From an optimization exercise on the open Yosys and OpenROAD flow, aimed at small area, a short achievable clock period and few clock cycles; shortcuts taken in it are not production practice. Function was checked by simulation only, so behaviour that the tests miss may differ from the original. No activity file was given, so power comes from the tool's default toggle rates.

==> flow/design.v <==
module rio_fbdec (
    input  wire         clk,
    input  wire         rst,         
    input  wire         in_valid,
    output wire         in_ready,
    input  wire         fb_type,     
    input  wire [31:0]  raw,         
    input  wire [127:0] scale,       
    output reg          out_valid,
    output wire [127:0] pos_fb,      
    output reg  [63:0]  count,       
    output reg  [31:0]  old_count    
);
    localparam S_IDLE  = 3'd0;
    localparam S_PREP  = 3'd1;
    localparam S_PREP2 = 3'd2;
    localparam S_DIV   = 3'd3;
    localparam S_FIN   = 3'd4;
    function automatic [128:0] bk_carry128(input [127:0] a, input [127:0] b, input cin);
        reg [127:0] g, p;
        integer i, l;
        begin
            g = a & b;
            p = a ^ b;
            g[0] = g[0] | (p[0] & cin);
            for (l = 1; l < 128; l = l * 2)
                for (i = 2 * l - 1; i < 128; i = i + 2 * l) begin
                    g[i] = g[i] | (p[i] & g[i - l]);
                    p[i] = p[i] & p[i - l];
                end
            for (l = 32; l >= 1; l = l / 2)
                for (i = 3 * l - 1; i < 128; i = i + 2 * l) begin
                    g[i] = g[i] | (p[i] & g[i - l]);
                    p[i] = p[i] & p[i - l];
                end
            bk_carry128 = {g, cin};
        end
    endfunction
    function automatic [64:0] bk_carry64(input [63:0] a, input [63:0] b, input cin);
        reg [63:0] g, p;
        integer i, l;
        begin
            g = a & b;
            p = a ^ b;
            g[0] = g[0] | (p[0] & cin);
            for (l = 1; l < 64; l = l * 2)
                for (i = 2 * l - 1; i < 64; i = i + 2 * l) begin
                    g[i] = g[i] | (p[i] & g[i - l]);
                    p[i] = p[i] & p[i - l];
                end
            for (l = 16; l >= 1; l = l / 2)
                for (i = 3 * l - 1; i < 64; i = i + 2 * l) begin
                    g[i] = g[i] | (p[i] & g[i - l]);
                    p[i] = p[i] & p[i - l];
                end
            bk_carry64 = {g, cin};
        end
    endfunction
    function automatic [127:0] bk_below128(input [127:0] x);
        reg [127:0] p;
        integer i, l;
        begin
            p = x;
            for (l = 1; l < 128; l = l * 2)
                for (i = 2 * l - 1; i < 128; i = i + 2 * l)
                    p[i] = p[i] | p[i - l];
            for (l = 32; l >= 1; l = l / 2)
                for (i = 3 * l - 1; i < 128; i = i + 2 * l)
                    p[i] = p[i] | p[i - l];
            bk_below128 = {p[126:0], 1'b0};
        end
    endfunction
    reg [2:0]   state;
    reg [7:0]   left;        
    reg         skipping;    
    reg         typ;         
    reg         dsign;       
    reg [127:0] dreg;        
    reg [127:0] rem;         
    reg [127:0] q;           
    reg         neg;         
    reg         sat;         
    reg         shin_r;      
    assign pos_fb = q;
    assign in_ready = (state == S_IDLE) || (state == S_FIN);
    wire accept = in_valid && in_ready;
    wire [31:0]  opnd  = rem[31:0];
    wire [63:0]  add_b = {{32{opnd[31]}}, opnd};
    wire [64:0]  add_c = bk_carry64(count, add_b, 1'b0);
    wire [63:0]  sum   = count ^ add_b ^ add_c[63:0];
    wire [62:0]  m     = typ ? (count[62:0] ^ {63{count[63]}})     
                             : {31'd0, opnd};
    wire         dzero = ~dsign && (dreg == 128'd0);
    wire         rneg   = rem[127];
    wire [127:0] rem_sh = {rem[126:0], shin_r};
    wire [127:0] opd    = dreg ^ {128{~rneg}};
    wire [128:0] tc     = bk_carry128(rem_sh, opd, dsign ^ ~rneg);
    wire [127:0] rnew   = rem_sh ^ opd ^ tc[127:0];
    wire         qbit   = ~rnew[127];
    wire [127:0] remx = rem_sh;
    wire [31:0]  rnz, dnz;
    genvar g;
    generate
        for (g = 0; g < 32; g = g + 1) begin : g_nz
            assign rnz[g] = |remx[4*g+3:4*g];
            assign dnz[g] = |dreg[4*g+3:4*g];
        end
    endgenerate
    wire [34:0] dab;         
    assign dab[34:32] = 3'b000;
    generate
        for (g = 31; g >= 0; g = g - 1) begin : g_dab
            assign dab[g] = dab[g+1] | dnz[g];
        end
    endgenerate
    wire skip_ok = ~|(rnz & ~dab[34:3]);
    wire skip = skipping && skip_ok && (left > 8'd8);
    wire [127:0] qfin = q ^ ({128{neg}} & bk_below128(q));
    always @(posedge clk) begin
        if (rst) begin
            state     <= S_IDLE;
            out_valid <= 1'b0;
            count     <= 64'd0;
            old_count <= 32'd0;
            q         <= 128'd0;
        end else begin
            out_valid <= 1'b0;
            case (state)
                S_PREP: begin
                    if (typ) begin
                        count     <= sum;
                        old_count <= rem[63:32];
                    end
                    dreg[64] <= dreg[64] | dzero;
                    state    <= S_PREP2;
                end
                S_PREP2: begin
                    rem      <= {65'd0, m};
                    neg      <= (typ ? count[63] : rem[63]) ^ dsign;
                    shin_r   <= typ;
                    q        <= 128'd0;
                    left     <= 8'd128;
                    skipping <= 1'b1;
                    sat      <= 1'b0;
                    state    <= S_DIV;
                end
                S_DIV: begin
                    shin_r <= 1'b0;
                    if (sat) begin
                        state <= S_FIN;
                    end else if (skip) begin
                        rem  <= {rem[118:0], shin_r, 7'd0};
                        left <= left - 8'd8;
                    end else begin
                        rem      <= rnew;
                        q        <= {q[126:0], qbit};
                        skipping <= 1'b0;
                        left     <= left - 8'd1;
                        sat      <= left[7] & qbit;
                        if (left == 8'd1)
                            state <= S_FIN;
                    end
                end
                S_FIN: begin
                    q         <= sat ? {neg, {127{~neg}}} : qfin;
                    out_valid <= 1'b1;
                    state     <= S_IDLE;
                end
                default: state <= S_IDLE;
            endcase
            if (in_ready) begin
                dreg       <= scale ^ {128{scale[127]}};
                dsign      <= scale[127];
                typ        <= fb_type;
                rem[31:0]  <= fb_type ? raw - old_count : (raw[31] ? 32'd0 - raw : raw);
                rem[63:32] <= raw;
            end
            if (accept)
                state <= S_PREP;
        end
    end
endmodule
make LEC_CHECK=0 CAP_MARGIN=20 CORE_MARGIN=2 CORE_UTILIZATION=40 SETUP_SLACK_MARGIN=4 SLEW_MARGIN=20 finish   # period 8.0 ns
run.sh (not shown) runs the stock make flow with config.mk's settings and CLKGATE_MAP_FILE= SYNTH_SCRIPT=/design/flow/synth_recipe.tcl, a recipe that flattens the netlist after the stock synthesis.
The baseline completed without violations.
Testbench counts at the start, summed over its fixed seeds: cycles 36,487.
Next try:
--- a/flow/design.v
+++ b/flow/design.v
@@ -73,12 +73,12 @@
     reg [2:0]   state;
     reg [7:0]   left;        
-    reg         skipping;    
+    reg         first;       
+    reg         started;     
     reg         typ;         
     reg         dsign;       
     reg [127:0] dreg;        
-    reg [127:0] rem;         
+    reg [126:0] rem;         
     reg [127:0] q;           
     reg         neg;         
-    reg         sat;         
     reg         shin_r;      
     assign pos_fb = q;
@@ -92,11 +92,11 @@
                              : {31'd0, opnd};
     wire         dzero = ~dsign && (dreg == 128'd0);
-    wire         rneg   = rem[127];
-    wire [127:0] rem_sh = {rem[126:0], shin_r};
-    wire [127:0] opd    = dreg ^ {128{~rneg}};
-    wire [128:0] tc     = bk_carry128(rem_sh, opd, dsign ^ ~rneg);
-    wire [127:0] rnew   = rem_sh ^ opd ^ tc[127:0];
-    wire         qbit   = ~rnew[127];
-    wire [127:0] remx = rem_sh;
+    wire         shin   = shin_r;
+    wire [127:0] rem_sh = {rem, shin};
+    wire [127:0] nd     = ~dreg;
+    wire [128:0] tc     = bk_carry128(rem_sh, nd, ~dsign);
+    wire [126:0] trial  = rem_sh[126:0] ^ nd[126:0] ^ tc[126:0];
+    wire         qbit   = tc[128];
+    wire [127:0] remx = {1'b0, rem};
     wire [31:0]  rnz, dnz;
     genvar g;
@@ -115,5 +115,5 @@
     endgenerate
     wire skip_ok = ~|(rnz & ~dab[34:3]);
-    wire skip = skipping && skip_ok && (left > 8'd8);
+    wire skip = !started && skip_ok && (left > 8'd8);
     wire [127:0] qfin = q ^ ({128{neg}} & bk_below128(q));
     always @(posedge clk) begin
@@ -136,26 +136,30 @@
                 end
                 S_PREP2: begin
-                    rem      <= {65'd0, m};
+                    rem      <= {64'd0, m};
                     neg      <= (typ ? count[63] : rem[63]) ^ dsign;
                     shin_r   <= typ;
                     q        <= 128'd0;
-                    left     <= 8'd128;
-                    skipping <= 1'b1;
-                    sat      <= 1'b0;
+                    left     <= 8'd127;
+                    first    <= 1'b1;
+                    started  <= 1'b0;
                     state    <= S_DIV;
                 end
                 S_DIV: begin
+                    first  <= 1'b0;
                     shin_r <= 1'b0;
-                    if (sat) begin
-                        state <= S_FIN;
+                    if (first) begin
+                        rem <= rem_sh[126:0];
+                        if (qbit) begin
+                            q     <= {neg, {127{~neg}}};
+                            state <= S_FIN;
+                        end
                     end else if (skip) begin
-                        rem  <= {rem[118:0], shin_r, 7'd0};
+                        rem  <= {rem[118:0], 8'd0};
                         left <= left - 8'd8;
                     end else begin
-                        rem      <= rnew;
-                        q        <= {q[126:0], qbit};
-                        skipping <= 1'b0;
-                        left     <= left - 8'd1;
-                        sat      <= left[7] & qbit;
+                        rem     <= qbit ? trial : rem_sh[126:0];
+                        q       <= {q[126:0], qbit};
+                        started <= started | qbit;
+                        left    <= left - 8'd1;
                         if (left == 8'd1)
                             state <= S_FIN;
@@ -163,5 +167,5 @@
                 end
                 S_FIN: begin
-                    q         <= sat ? {neg, {127{~neg}}} : qfin;
+                    q         <= qfin;
                     out_valid <= 1'b1;
                     state     <= S_IDLE;
The changed run finished with timing, DRC and antenna clean; clock skew decreases by 25 ps; core utilization rose by 3.0 points; wire length went up by about 16%; die area grows by about 0.8%; non-clock buffer count rose by 114; worst setup slack is better by 440 ps; hold slack improves by 6.5 ps; first-iteration DRC count climbs by about 18%; total power went down by 3.3%; design area grows by about 6%; area after synthesis rose by 0.77%; global-route usage is higher by 3.7 points.
Testbench counts after the change, summed over its fixed seeds: cycles 36,487.

[port drivers added, routing unchanged]
How much do the figures lean on ideal ports? The routed layouts below were timed once more, with nothing changed but the port constraints.
Step 1, drivers: a clkbuf_16 drives clk and a buf_2 each remaining input, both assumed.
Step 2 moves the port delays by t, midway between the first and last clock arrival at a register: inputs arrive t later, outputs are due t later. That takes back most of the time a late clock gives input paths.
Slacks: no drivers / after step 1 / after step 2; pairs: no drivers / after step 1.
run | t (ns) | setup WS [ns] | slew at the worst register clock pin (ns)
the first run | 0.734 | 3.091 / 3.091 / 3.052 | 0.07 / 0.07
the second run | 0.728 | 3.529 / 3.529 / 3.166 | 0.07 / 0.07
After both steps every run listed still meets setup and hold. For the second run, which loses most, drivers alone change the setup slack by 0.000 ns; drivers and shift together by -0.363 ns.
